Context: an optimization exercise on an open-source flow, tuned for small area, a short achievable clock period and few clock cycles per item. The choices shown serve that exercise and are no tape-out recipe. In this exercise RTL edits were held to simulation tests only and were not proved equivalent to the original.

==> inputs of v1 <==
// ntt_forward_butterfly_stage
module ntt_forward_butterfly_stage (
    input  wire        clk,
    input  wire        rst,
    input  wire        cmd_valid,
    input  wire [31:0] cmd_word,
    output wire        cmd_ready,
    output wire        busy,
    output wire        rsp_valid,
    output wire [15:0] rsp_data
);
    localparam integer Q    = 3329;
    localparam integer N    = 16;
    localparam integer L    = 3;           
    localparam integer H    = N / 2;
    localparam integer DW   = 12;
    localparam integer NH   = 32;          
    localparam [3:0] OP_NOP  = 4'h0, OP_LDC  = 4'h1, OP_RDC  = 4'h2, OP_RDT  = 4'h3,
                     OP_RDS  = 4'h4, OP_NTT  = 4'h5, OP_INTT = 4'h6, OP_PWM  = 4'h7,
                     OP_MADD = 4'h8, OP_MSUB = 4'h9, OP_MMUL = 4'hA, OP_MHLV = 4'hB,
                     OP_FSTG = 4'hC, OP_ISTG = 4'hD;
    wire [3:0]  c_op  = cmd_word[31:28];
    wire [1:0]  c_d   = cmd_word[27:26];
    wire [1:0]  c_a   = cmd_word[25:24];
    wire [7:0]  c_idx = cmd_word[23:16];
    wire [15:0] c_imm = cmd_word[15:0];
  ...
Settings: LEC_CHECK=0, CAP_MARGIN=20, CORE_MARGIN=2, CORE_UTILIZATION=40, SLEW_MARGIN=20; clock period 60.0 ns.
run.sh (not shown) runs the stock make flow with config.mk's settings and CLKGATE_MAP_FILE= SYNTH_SCRIPT=/design/flow/synth_recipe.tcl, a recipe that flattens the netlist after the stock synthesis.
==> v32 (differences from v1) <==
--- a/flow/design.v
+++ b/flow/design.v
@@ -197,36 +197,35 @@
             op_q   <= OP_NOP;
             d_q    <= 2'd0;
             a_q    <= 2'd0;
             b_q    <= 2'd0;
             stg_q  <= 2'd0;
             last_q <= 2'd0;
             cnt_q  <= 3'd0;
             rnd_q  <= 3'd0;
-        end else if (!run_q) begin
+        end else if (!run_q || drn_q) begin
+            run_q <= 1'b0;
+            drn_q <= 1'b0;
             if (accept && c_ok && c_multi) begin
                 run_q  <= 1'b1;
                 op_q   <= c_op;
                 d_q    <= c_d;
                 a_q    <= c_a;
                 b_q    <= cmd_word[23:22];
                 cnt_q  <= (c_op == OP_PWM) ? 3'd3 : 3'd0;    
                 rnd_q  <= 3'd0;
                 if (c_op == OP_FSTG || c_op == OP_ISTG) begin
                     stg_q  <= c_idx[1:0];
                     last_q <= c_idx[1:0];
                 end else begin
                     stg_q  <= 2'd0;
                     last_q <= L - 1;
                 end
             end
-        end else if (drn_q) begin
-            run_q <= 1'b0;
-            drn_q <= 1'b0;
         end else begin
             if (last_iss)
                 drn_q <= 1'b1;
             if (last_cnt) begin
                 cnt_q <= 3'd0;
                 if (is_bfly) stg_q <= stg_q + 2'd1;
                 if (is_pwm)  rnd_q <= rnd_q + 3'd1;
             end else begin
@@ -293,20 +292,31 @@
         end else if (is_pwm) begin
             ie_p = pw_p0; ie_r = pw_r0; io_p = pw_p1; io_r = pw_r1;
         end
     end
     wire [4:0] ae_p = {bank_p, ie_p};
     wire [4:0] ae_r = {bank_r, ie_r};
     wire [4:0] ao_p = {bank_p, io_p};
     wire [4:0] ao_r = {bank_r, io_r};
-    wire [DW-1:0] p0 = mem_e[ae_p*DW +: DW];
-    wire [DW-1:0] r0 = mem_e[ae_r*DW +: DW];
-    wire [DW-1:0] p1 = mem_o[ao_p*DW +: DW];
-    wire [DW-1:0] r1 = mem_o[ao_r*DW +: DW];
+    wire [NH-1:0] se_p = {{(NH-1){1'b0}}, 1'b1} << ae_p;
+    wire [NH-1:0] se_r = {{(NH-1){1'b0}}, 1'b1} << ae_r;
+    wire [NH-1:0] so_p = {{(NH-1){1'b0}}, 1'b1} << ao_p;
+    wire [NH-1:0] so_r = {{(NH-1){1'b0}}, 1'b1} << ao_r;
+    reg  [DW-1:0] p0, r0, p1, r1;
+    integer gk;
+    always @(*) begin
+        p0 = {DW{1'b0}}; r0 = {DW{1'b0}}; p1 = {DW{1'b0}}; r1 = {DW{1'b0}};
+        for (gk = 0; gk < NH; gk = gk + 1) begin
+            p0 = p0 | (mem_e[gk*DW +: DW] & {DW{se_p[gk]}});
+            r0 = r0 | (mem_e[gk*DW +: DW] & {DW{se_r[gk]}});
+            p1 = p1 | (mem_o[gk*DW +: DW] & {DW{so_p[gk]}});
+            r1 = r1 | (mem_o[gk*DW +: DW] & {DW{so_r[gk]}});
+        end
+    end
     wire [DW-1:0] tw_bf, tw_zp, tw_zq;
     twiddle_rom u_rom_bf (.tbl(is_fwd ? 2'd0 : 2'd3), .idx(bf_k),       .data(tw_bf));
     twiddle_rom u_rom_zp (.tbl(2'd2),                  .idx(r2),         .data(tw_zp));
     twiddle_rom u_rom_zq (.tbl(2'd2),                  .idx(r2 + 3'd1),  .data(tw_zq));
     wire [DW-1:0] rdt_data;
     twiddle_rom u_rom_host (.tbl(c_a), .idx(c_idx[2:0]), .data(rdt_data));
     reg [DW-1:0] tap_q, taq_q, tb_q, tcp_q, tcq_q;
     wire [DW-1:0]   d0, d1, aux0, aux1;
@@ -389,29 +399,39 @@
         .prod(pr1_q), .aux(aux1_q), .u1(u1_1), .m_pass(s2_pass), .m_fwd(s2_fwd),
         .t(t1), .oa(oa1), .ob(ob1));
     always @(posedge clk) begin
         if (s2_sl[0])   tap_q <= t1;                    
         if (s2_sl[2])   taq_q <= t1;                    
         if (s2_sl13[0] || s2_sl13[1]) tb_q <= t0;       
         if (s2_sl[1]) begin tcp_q <= t0; tcq_q <= t1; end    
     end
-    wire host_ldc = !run_q && accept && c_ok && (c_op == OP_LDC);
-    wire [1:0] wbank = run_q ? s2_bank : c_d;
-    wire          ha0 = host_ldc && !c_idx[0];
-    wire          ha1 = host_ldc &&  c_idx[0];
-    wire [DW-1:0] wd_a0 = run_q ? oa0 : c_imm[DW-1:0];
-    wire [DW-1:0] wd_a1 = run_q ? oa1 : c_imm[DW-1:0];
+    wire host_ldc = accept && c_ok && (c_op == OP_LDC);
+    reg          ld_v;
+    reg [1:0]    ld_bank;
+    reg [3:0]    ld_idx;
+    reg [DW-1:0] ld_data;
+    always @(posedge clk) begin
+        ld_v    <= !rst && host_ldc;
+        ld_bank <= c_d;
+        ld_idx  <= c_idx[3:0];
+        ld_data <= c_imm[DW-1:0];
+    end
+    wire [1:0] wbank = ld_v ? ld_bank : s2_bank;
+    wire          ha0 = ld_v && !ld_idx[0];
+    wire          ha1 = ld_v &&  ld_idx[0];
+    wire [DW-1:0] wd_a0 = ld_v ? ld_data : oa0;
+    wire [DW-1:0] wd_a1 = ld_v ? ld_data : oa1;
     genvar gb, gi;
     generate
         for (gb = 0; gb < 4; gb = gb + 1) begin : g_bank
             for (gi = 0; gi < H; gi = gi + 1) begin : g_word
-                wire he_a = (s2_wa0 && s2_ia0 == gi) || (ha0 && c_idx[3:1] == gi);
+                wire he_a = (s2_wa0 && s2_ia0 == gi) || (ha0 && ld_idx[3:1] == gi);
                 wire he_b = s2_wb0 && s2_ib0 == gi;
-                wire ho_a = (s2_wa1 && s2_ia1 == gi) || (ha1 && c_idx[3:1] == gi);
+                wire ho_a = (s2_wa1 && s2_ia1 == gi) || (ha1 && ld_idx[3:1] == gi);
                 wire ho_b = s2_wb1 && s2_ib1 == gi;
                 always @(posedge clk) begin
                     if (wbank == gb && (he_a || he_b))
                         mem_e[(gb*H+gi)*DW +: DW] <= he_b ? ob0 : wd_a0;
                     if (wbank == gb && (ho_a || ho_b))
                         mem_o[(gb*H+gi)*DW +: DW] <= ho_b ? ob1 : wd_a1;
                 end
             end
@@ -451,13 +471,13 @@
                             rsp_d_q <= {13'd0, status_q};
                         end
                         default: ;
                     endcase
                 end
             end
         end
     end
-    assign cmd_ready = !run_q && !rst;
-    assign busy      = run_q;
+    assign cmd_ready = (!run_q || drn_q) && !rst;
+    assign busy      = run_q && !drn_q;
     assign rsp_valid = rsp_v_q && !rst;
     assign rsp_data  = rsp_rd_q ? {{(16-DW){1'b0}}, rdc_data} : rsp_d_q;
 endmodule
==> v35 (differences from v1) <==
--- a/flow/design.v
+++ b/flow/design.v
@@ -160,17 +160,20 @@
         case (c_op)
             OP_LDC, OP_RDC:   c_err_idx = (c_idx >= N);
             OP_RDT:           c_err_idx = (c_a == 2'd3) || (c_idx >= H);
             OP_FSTG, OP_ISTG: c_err_idx = (c_idx >= L);
             default:          c_err_idx = 1'b0;
         endcase
     end
     wire c_err_range = (c_op == OP_LDC) && (c_imm >= Q);
-    wire accept    = cmd_valid && cmd_ready;
+    reg  rst_q;
+    always @(posedge clk) rst_q <= rst;
+    wire idle;
+    wire accept    = cmd_valid && idle && !rst;
     wire fault_op  = c_err_op;
     wire fault_idx = !c_err_op && c_err_idx;
     wire fault_rng = !c_err_op && !c_err_idx && c_err_range;
     wire c_ok      = !c_err_op && !c_err_idx && !c_err_range;
     wire c_multi = (c_op >= OP_NTT) && (c_op <= OP_ISTG);
     reg        run_q, drn_q;
     reg [3:0]  op_q;
     reg [1:0]  d_q, a_q, b_q;
@@ -180,53 +183,42 @@
     wire is_fwd  = (op_q == OP_NTT)  || (op_q == OP_FSTG);
     wire is_inv  = (op_q == OP_INTT) || (op_q == OP_ISTG);
     wire is_bfly = is_fwd || is_inv;
     wire is_pwm  = (op_q == OP_PWM);
     wire is_ew   = (op_q >= OP_MADD) && (op_q <= OP_MHLV);
     wire is_msub = (op_q == OP_MSUB);
     wire is_mmul = (op_q == OP_MMUL);
     wire is_mhlv = (op_q == OP_MHLV);
-    wire iss = run_q && !drn_q;
-    wire pw_last  = (rnd_q == 3'd5);                        
+    assign idle = !run_q || drn_q || rst_q;
+    wire   iss  = !idle;
+    wire pw_last  = (rnd_q == 3'd4) && (cnt_q == 3'd4);     
     wire last_cnt = is_bfly ? (cnt_q == 3'd3) : is_pwm ? (cnt_q == 3'd4) : (cnt_q == 3'd7);
     wire last_iss = is_bfly ? (cnt_q == 3'd3 && stg_q == last_q)
                   : is_pwm  ? pw_last : (cnt_q == 3'd7);
     always @(posedge clk) begin
-        if (rst) begin
-            run_q  <= 1'b0;
-            drn_q  <= 1'b0;
-            op_q   <= OP_NOP;
-            d_q    <= 2'd0;
-            a_q    <= 2'd0;
-            b_q    <= 2'd0;
-            stg_q  <= 2'd0;
-            last_q <= 2'd0;
-            cnt_q  <= 3'd0;
-            rnd_q  <= 3'd0;
-        end else if (!run_q) begin
+        if (idle) begin
+            run_q <= 1'b0;
+            drn_q <= 1'b0;
             if (accept && c_ok && c_multi) begin
                 run_q  <= 1'b1;
                 op_q   <= c_op;
                 d_q    <= c_d;
                 a_q    <= c_a;
                 b_q    <= cmd_word[23:22];
-                cnt_q  <= (c_op == OP_PWM) ? 3'd3 : 3'd0;    
+                cnt_q  <= (c_op == OP_PWM) ? 3'd4 : 3'd0;    
                 rnd_q  <= 3'd0;
                 if (c_op == OP_FSTG || c_op == OP_ISTG) begin
                     stg_q  <= c_idx[1:0];
                     last_q <= c_idx[1:0];
                 end else begin
                     stg_q  <= 2'd0;
                     last_q <= L - 1;
                 end
             end
-        end else if (drn_q) begin
-            run_q <= 1'b0;
-            drn_q <= 1'b0;
         end else begin
             if (last_iss)
                 drn_q <= 1'b1;
             if (last_cnt) begin
                 cnt_q <= 3'd0;
                 if (is_bfly) stg_q <= stg_q + 2'd1;
                 if (is_pwm)  rnd_q <= rnd_q + 3'd1;
             end else begin
@@ -260,25 +252,29 @@
                 default: bf_k = 3'd6;
             endcase
     end
     wire [2:0] r2  = {rnd_q[1:0], 1'b0} - 3'd2;      
     wire sl0 = (cnt_q == 3'd0), sl1 = (cnt_q == 3'd1), sl2 = (cnt_q == 3'd2),
          sl3 = (cnt_q == 3'd3), sl4 = (cnt_q == 3'd4);
     wire p_ok  = (rnd_q >= 3'd1) && (rnd_q <= 3'd4);    
     wire qm_ok = (rnd_q >= 3'd2);                       
-    wire qp_ok = (rnd_q <= 3'd3);                       
+    wire pw_first = (rnd_q == 3'd0);                    
+    wire pw_lastr = (rnd_q == 3'd4);                    
     reg [2:0] pw_p0, pw_r0, pw_p1, pw_r1;
     always @(*) begin
         case (cnt_q)
             3'd0:    begin pw_p0 = r2 - 3'd1; pw_r0 = r2 - 3'd1; pw_p1 = r2;        pw_r1 = r2;        end
             3'd1:    begin pw_p0 = r2;        pw_r0 = r2 + 3'd1; pw_p1 = r2 + 3'd1; pw_r1 = r2;        end
             3'd3:    begin pw_p0 = r2 + 3'd3; pw_r0 = r2;        pw_p1 = r2;        pw_r1 = r2 + 3'd3; end
             default: begin pw_p0 = r2;        pw_r0 = r2;        pw_p1 = r2 + 3'd3; pw_r1 = r2 + 3'd3; end
         endcase
+        if (sl3 && pw_lastr) begin pw_p0 = r2 + 3'd1; pw_r0 = r2 + 3'd1; end
+        if (sl4 && pw_first) pw_p0 = r2 + 3'd3;
+        if (sl4 && pw_lastr) pw_p1 = r2;
     end
     reg [5:0] rda_q;       
     always @(posedge clk)
         if (accept) rda_q <= {c_idx[0], c_a, c_idx[3:1]};
     reg [NH*DW-1:0] mem_e, mem_o;
     reg [1:0] bank_p, bank_r;
     reg [2:0] ie_p, ie_r, io_p, io_r;
     always @(*) begin
@@ -293,39 +289,50 @@
         end else if (is_pwm) begin
             ie_p = pw_p0; ie_r = pw_r0; io_p = pw_p1; io_r = pw_r1;
         end
     end
     wire [4:0] ae_p = {bank_p, ie_p};
     wire [4:0] ae_r = {bank_r, ie_r};
     wire [4:0] ao_p = {bank_p, io_p};
     wire [4:0] ao_r = {bank_r, io_r};
-    wire [DW-1:0] p0 = mem_e[ae_p*DW +: DW];
-    wire [DW-1:0] r0 = mem_e[ae_r*DW +: DW];
-    wire [DW-1:0] p1 = mem_o[ao_p*DW +: DW];
-    wire [DW-1:0] r1 = mem_o[ao_r*DW +: DW];
+    wire [NH-1:0] se_p = {{(NH-1){1'b0}}, 1'b1} << ae_p;
+    wire [NH-1:0] se_r = {{(NH-1){1'b0}}, 1'b1} << ae_r;
+    wire [NH-1:0] so_p = {{(NH-1){1'b0}}, 1'b1} << ao_p;
+    wire [NH-1:0] so_r = {{(NH-1){1'b0}}, 1'b1} << ao_r;
+    reg  [DW-1:0] p0, r0, p1, r1;
+    integer gk;
+    always @(*) begin
+        p0 = {DW{1'b0}}; r0 = {DW{1'b0}}; p1 = {DW{1'b0}}; r1 = {DW{1'b0}};
+        for (gk = 0; gk < NH; gk = gk + 1) begin
+            p0 = p0 | (mem_e[gk*DW +: DW] & {DW{se_p[gk]}});
+            r0 = r0 | (mem_e[gk*DW +: DW] & {DW{se_r[gk]}});
+            p1 = p1 | (mem_o[gk*DW +: DW] & {DW{so_p[gk]}});
+            r1 = r1 | (mem_o[gk*DW +: DW] & {DW{so_r[gk]}});
+        end
+    end
     wire [DW-1:0] tw_bf, tw_zp, tw_zq;
     twiddle_rom u_rom_bf (.tbl(is_fwd ? 2'd0 : 2'd3), .idx(bf_k),       .data(tw_bf));
     twiddle_rom u_rom_zp (.tbl(2'd2),                  .idx(r2),         .data(tw_zp));
     twiddle_rom u_rom_zq (.tbl(2'd2),                  .idx(r2 + 3'd1),  .data(tw_zq));
     wire [DW-1:0] rdt_data;
     twiddle_rom u_rom_host (.tbl(c_a), .idx(c_idx[2:0]), .data(rdt_data));
     reg [DW-1:0] tap_q, taq_q, tb_q, tcp_q, tcq_q;
     wire [DW-1:0]   d0, d1, aux0, aux1;
     wire [2*DW-1:0] pr0, pr1;
     reg [DW-1:0] x0, y0, x1, y1;
     always @(*) begin
         x0 = tw_bf; y0 = is_inv ? d0 : r0;
         x1 = tw_bf; y1 = is_inv ? d1 : r1;
         if (is_mmul) begin x0 = p0; x1 = p1; end
         if (is_pwm) begin
             x0 = sl2 ? tw_zp : p0;
-            y0 = sl2 ? tap_q : (sl0 || sl4) ? r0 : r1;
+            y0 = sl2 ? tap_q : ((sl0 || sl4) && !(sl4 && pw_first)) || (sl3 && pw_lastr) ? r0 : r1;
             x1 = sl2 ? tw_zq : p1;
-            y1 = sl2 ? taq_q : (sl0 || sl4) ? r1 : r0;
+            y1 = sl2 ? taq_q : (sl0 || sl4) && !(sl4 && pw_lastr) ? r1 : r0;
         end
     end
     ntt_forward_butterfly #(.Q(Q), .DW(DW)) u_l0s1 (
         .p(p0), .r(r0), .x(x0), .y(y0),
         .m_fwd(is_fwd), .m_zero(is_mmul), .m_r0(is_mhlv), .m_hlv(is_inv || is_mhlv), .m_sub(is_msub),
         .d(d0), .prod(pr0), .aux(aux0));
     ntt_forward_butterfly #(.Q(Q), .DW(DW)) u_l1s1 (
         .p(p1), .r(r1), .x(x1), .y(y1),
@@ -338,126 +345,139 @@
         wa0_i = cnt_q; wb0_i = jmh; wa1_i = cnt_q; wb1_i = jmh;
         if (iss) begin
             if (is_bfly) begin
                 wa0_en = 1'b1; wb0_en = 1'b1; wa1_en = 1'b1; wb1_en = 1'b1;
                 wa0_i = j0h; wa1_i = j0h;
             end else if (is_ew) begin
                 wa0_en = 1'b1; wa1_en = 1'b1;
             end else if (is_pwm) begin
-                wa0_en = (sl0 && qm_ok) || (sl4 && p_ok);
+                wa0_en = (sl0 && qm_ok) || (sl4 && p_ok) || (sl3 && pw_lastr);
                 wa0_i  = pw_p0;                  
-                wa1_en = (sl1 || sl3) && p_ok;
+                wa1_en = (sl1 && p_ok) || (sl3 && p_ok && !pw_lastr) || (sl4 && pw_lastr);
                 wa1_i  = pw_p1;                  
             end
         end
     end
     reg [2*DW-1:0] pr0_q, pr1_q;
     reg [DW-1:0]   aux0_q, aux1_q;
     reg            s2_fwd, s2_pass, s2_pwm;
-    reg [2:0]      s2_sl;             
-    reg [1:0]      s2_sl13;           
+    reg            s2_tap, s2_taq, s2_tb, s2_tc;    
+    reg            s2_ucq;            
     reg [1:0]      s2_bank;
     reg            s2_wa0, s2_wb0, s2_wa1, s2_wb1;
     reg [2:0]      s2_ia0, s2_ib0, s2_ia1, s2_ib1;
     always @(posedge clk) begin
         pr0_q   <= pr0;
         pr1_q   <= pr1;
         aux0_q  <= aux0;
         aux1_q  <= aux1;
         s2_fwd  <= is_fwd;
         s2_pass <= is_inv || (is_ew && !is_mmul);
         s2_pwm  <= is_pwm;
-        s2_sl   <= {is_pwm && sl4, is_pwm && sl2, is_pwm && sl0};
-        s2_sl13 <= {is_pwm && sl3, is_pwm && sl1};
+        s2_tap  <= is_pwm && sl0;
+        s2_taq  <= is_pwm && sl4;
+        s2_tb   <= is_pwm && (sl1 || (sl3 && !pw_lastr) || (sl4 && pw_first));
+        s2_tc   <= is_pwm && sl2;
+        s2_ucq  <= sl0 || sl3;
         s2_bank <= d_q;
         s2_ia0  <= wa0_i;
         s2_ib0  <= wb0_i;
         s2_ia1  <= wa1_i;
         s2_ib1  <= wb1_i;
-        if (rst) begin
-            s2_wa0 <= 1'b0; s2_wb0 <= 1'b0; s2_wa1 <= 1'b0; s2_wb1 <= 1'b0;
-        end else begin
-            s2_wa0 <= wa0_en; s2_wb0 <= wb0_en; s2_wa1 <= wa1_en; s2_wb1 <= wb1_en;
-        end
+        s2_wa0  <= wa0_en;
+        s2_wb0  <= wb0_en;
+        s2_wa1  <= wa1_en;
+        s2_wb1  <= wb1_en;
     end
     wire [DW-1:0] t0, t1, oa0, ob0, oa1, ob1;
-    wire [DW-1:0] u1_0 = s2_pwm ? (s2_sl[0] ? tcq_q : tcp_q) : aux0_q;
+    wire [DW-1:0] u1_0 = s2_pwm ? (s2_ucq ? tcq_q : tcp_q) : aux0_q;
     wire [DW-1:0] u1_1 = s2_pwm ? tb_q : aux1_q;
     ntt_inverse_butterfly_stage #(.Q(Q), .DW(DW)) u_l0s2 (
         .prod(pr0_q), .aux(aux0_q), .u1(u1_0), .m_pass(s2_pass), .m_fwd(s2_fwd),
         .t(t0), .oa(oa0), .ob(ob0));
     ntt_inverse_butterfly_stage #(.Q(Q), .DW(DW)) u_l1s2 (
         .prod(pr1_q), .aux(aux1_q), .u1(u1_1), .m_pass(s2_pass), .m_fwd(s2_fwd),
         .t(t1), .oa(oa1), .ob(ob1));
     always @(posedge clk) begin
-        if (s2_sl[0])   tap_q <= t1;                    
-        if (s2_sl[2])   taq_q <= t1;                    
-        if (s2_sl13[0] || s2_sl13[1]) tb_q <= t0;       
-        if (s2_sl[1]) begin tcp_q <= t0; tcq_q <= t1; end    
-    end
-    wire host_ldc = !run_q && accept && c_ok && (c_op == OP_LDC);
-    wire [1:0] wbank = run_q ? s2_bank : c_d;
-    wire          ha0 = host_ldc && !c_idx[0];
-    wire          ha1 = host_ldc &&  c_idx[0];
-    wire [DW-1:0] wd_a0 = run_q ? oa0 : c_imm[DW-1:0];
-    wire [DW-1:0] wd_a1 = run_q ? oa1 : c_imm[DW-1:0];
+        if (s2_tap) tap_q <= t1;                         
+        if (s2_taq) taq_q <= t1;                         
+        if (s2_tb)  tb_q  <= t0;                         
+        if (s2_tc) begin tcp_q <= t0; tcq_q <= t1; end   
+    end
+    wire host_ldc = accept && c_ok && (c_op == OP_LDC);
+    reg          ld_v;
+    reg [1:0]    ld_bank;
+    reg [3:0]    ld_idx;
+    reg [DW-1:0] ld_data;
+    always @(posedge clk) begin
+        ld_v    <= host_ldc;           
+        ld_bank <= c_d;
+        ld_idx  <= c_idx[3:0];
+        ld_data <= c_imm[DW-1:0];
+    end
+    wire [1:0] wbank = ld_v ? ld_bank : s2_bank;
+    wire          ha0 = ld_v && !ld_idx[0];
+    wire          ha1 = ld_v &&  ld_idx[0];
+    wire [DW-1:0] wd_a0 = ld_v ? ld_data : oa0;
+    wire [DW-1:0] wd_a1 = ld_v ? ld_data : oa1;
     genvar gb, gi;
     generate
         for (gb = 0; gb < 4; gb = gb + 1) begin : g_bank
             for (gi = 0; gi < H; gi = gi + 1) begin : g_word
-                wire he_a = (s2_wa0 && s2_ia0 == gi) || (ha0 && c_idx[3:1] == gi);
+                wire he_a = (s2_wa0 && s2_ia0 == gi) || (ha0 && ld_idx[3:1] == gi);
                 wire he_b = s2_wb0 && s2_ib0 == gi;
-                wire ho_a = (s2_wa1 && s2_ia1 == gi) || (ha1 && c_idx[3:1] == gi);
+                wire ho_a = (s2_wa1 && s2_ia1 == gi) || (ha1 && ld_idx[3:1] == gi);
                 wire ho_b = s2_wb1 && s2_ib1 == gi;
                 always @(posedge clk) begin
                     if (wbank == gb && (he_a || he_b))
                         mem_e[(gb*H+gi)*DW +: DW] <= he_b ? ob0 : wd_a0;
                     if (wbank == gb && (ho_a || ho_b))
                         mem_o[(gb*H+gi)*DW +: DW] <= ho_b ? ob1 : wd_a1;
                 end
             end
         end
     endgenerate
     reg [2:0]  status_q;
     reg        rsp_v_q;
     reg [15:0] rsp_d_q;
     reg        rsp_rd_q;
     wire [DW-1:0] rdc_data = rda_q[5] ? p1 : p0;
     always @(posedge clk) begin
-        if (rst) begin
-            status_q <= 3'd0;
-            rsp_v_q  <= 1'b0;
-            rsp_d_q  <= 16'd0;
-            rsp_rd_q <= 1'b0;
-        end else begin
+        if (rst_q)
+            status_q <= accept ? {fault_rng, fault_idx, fault_op} : 3'd0;
+        else if (accept) begin
+            if (fault_op)  status_q[0] <= 1'b1;
+            if (fault_idx) status_q[1] <= 1'b1;
+            if (fault_rng) status_q[2] <= 1'b1;
+        end
+    end
+    always @(posedge clk) begin
+        begin
             rsp_v_q  <= 1'b0;
             rsp_rd_q <= 1'b0;
             if (accept) begin
-                if (fault_op)  status_q[0] <= 1'b1;
-                if (fault_idx) status_q[1] <= 1'b1;
-                if (fault_rng) status_q[2] <= 1'b1;
                 if (!c_err_op) begin
                     case (c_op)
                         OP_RDC: begin
                             rsp_v_q  <= 1'b1;
                             rsp_rd_q <= !c_err_idx;
                             rsp_d_q  <= 16'hFFFF;
                         end
                         OP_RDT: begin
                             rsp_v_q <= 1'b1;
                             rsp_d_q <= c_err_idx ? 16'hFFFF : {{(16-DW){1'b0}}, rdt_data};
                         end
                         OP_RDS: begin
                             rsp_v_q <= 1'b1;
-                            rsp_d_q <= {13'd0, status_q};
+                            rsp_d_q <= {13'd0, rst_q ? 3'd0 : status_q};
                         end
                         default: ;
                     endcase
                 end
             end
         end
     end
-    assign cmd_ready = !run_q && !rst;
-    assign busy      = run_q;
+    assign cmd_ready = idle && !rst;
+    assign busy      = !idle;
     assign rsp_valid = rsp_v_q && !rst;
     assign rsp_data  = rsp_rd_q ? {{(16-DW){1'b0}}, rdc_data} : rsp_d_q;
 endmodule
Settings changed: ABC_AREA set to 1.
==> qor summary <==
| metric | v1 | v32 | v35 |
|---|---|---|---|
| Run status | timing/DRC/antenna clean | timing/DRC/antenna clean | timing/DRC/antenna clean |
| Sequential portion of the cell area | 33.8% | 35.7% | 36.1% |
| GR met2 Demand/Resource | 42.3% | 51.8% | 56.0% |
| Worst Path Max Fanout | 41 | 43 | 3 |
| Worst slew slack as a fraction of its limit | 17.9% | 11.7% | 10.5% |
| Final std cells w/o fill | 10957 | 9639 | 10876 |
| Cell area after layout | 81900 um^2 | 78800 um^2 | 79000 um^2 |
| Crit path max-delay cell type | sky130_fd_sc_hd__clkdlybuf4s50_1 | sky130_fd_sc_hd__buf_2 | sky130_fd_sc_hd__clkdlybuf4s50_1 |
| Xor/xnor cell area share of the yosys netlist | 3.22% | 3.68% | 3.13% |
| Layout sequential cell count | 968 | 987 | 988 |
| Worst-Margin Slew | 1.23 ns | 1.32 ns | 1.34 ns |
| Setup slack of the worst register-to-register path | 43.76 ns | 44.18 ns | 45.26 ns |
| Count of multi-input combinational gates | 6383 | 5129 | 5787 |
| Post-Synthesis Cell Area | 74200 um^2 | 70100 um^2 | 70700 um^2 |
| Met1 routed wirelength after detailed routing | 109000 um | 123000 um | 132000 um |
| Period utilization | 42.5% | 42.3% | 42.2% |
| Cell depth of the worst setup path | 4 | 3 | 4 |
| Met1 demand-to-capacity share in global routing | 38.0% | 45.6% | 48.2% |
| Violation count after the first detailed-route iteration | 8193 | 10208 | 9643 |
| Worst clock skew | 0.0792 ns | 0.0703 ns | 0.0355 ns |
| Post-layout utilization of the core | 44.3% | 45.3% | 44.9% |
Testbench counts of v1, summed over its fixed seeds: cycles 22,088, items 192.
Testbench counts of v32, summed over its fixed seeds: cycles 21,320, items 192.
Testbench counts of v35, summed over its fixed seeds: cycles 20,936, items 192.

afterwards: timing with drivers on the ports:
How much do the figures lean on ideal ports? The routed layouts below were timed once more, with nothing changed but the port constraints. Step 1: set_driving_cell puts a clkbuf_16 on clk and a buf_2 on each other input, an assumption about the parent block. Step 2, shift: input delay + t, output delay - t, t = (earliest + latest rising clock arrival at the registers) / 2. This alone moves slack from input paths to output paths. a / b / c = no drivers / after step 1 / after step 2; a / b = the first two.
run	t, ns	slack for setup (ns)	clock arrival spread, ns	slew at the worst register clock pin (ns)
v1	0.822	34.505 / 34.475 / 34.475	0.080 / 0.080	0.07 / 0.07
v32	0.836	34.623 / 34.600 / 34.600	0.070 / 0.070	0.08 / 0.08
v35	0.871	34.661 / 34.639 / 34.639	0.039 / 0.039	0.07 / 0.07
After both steps setup and hold are still met in every run listed. The setup slack of v1, which loses most, moves by -0.030 ns with the drivers and by -0.030 ns with both steps.
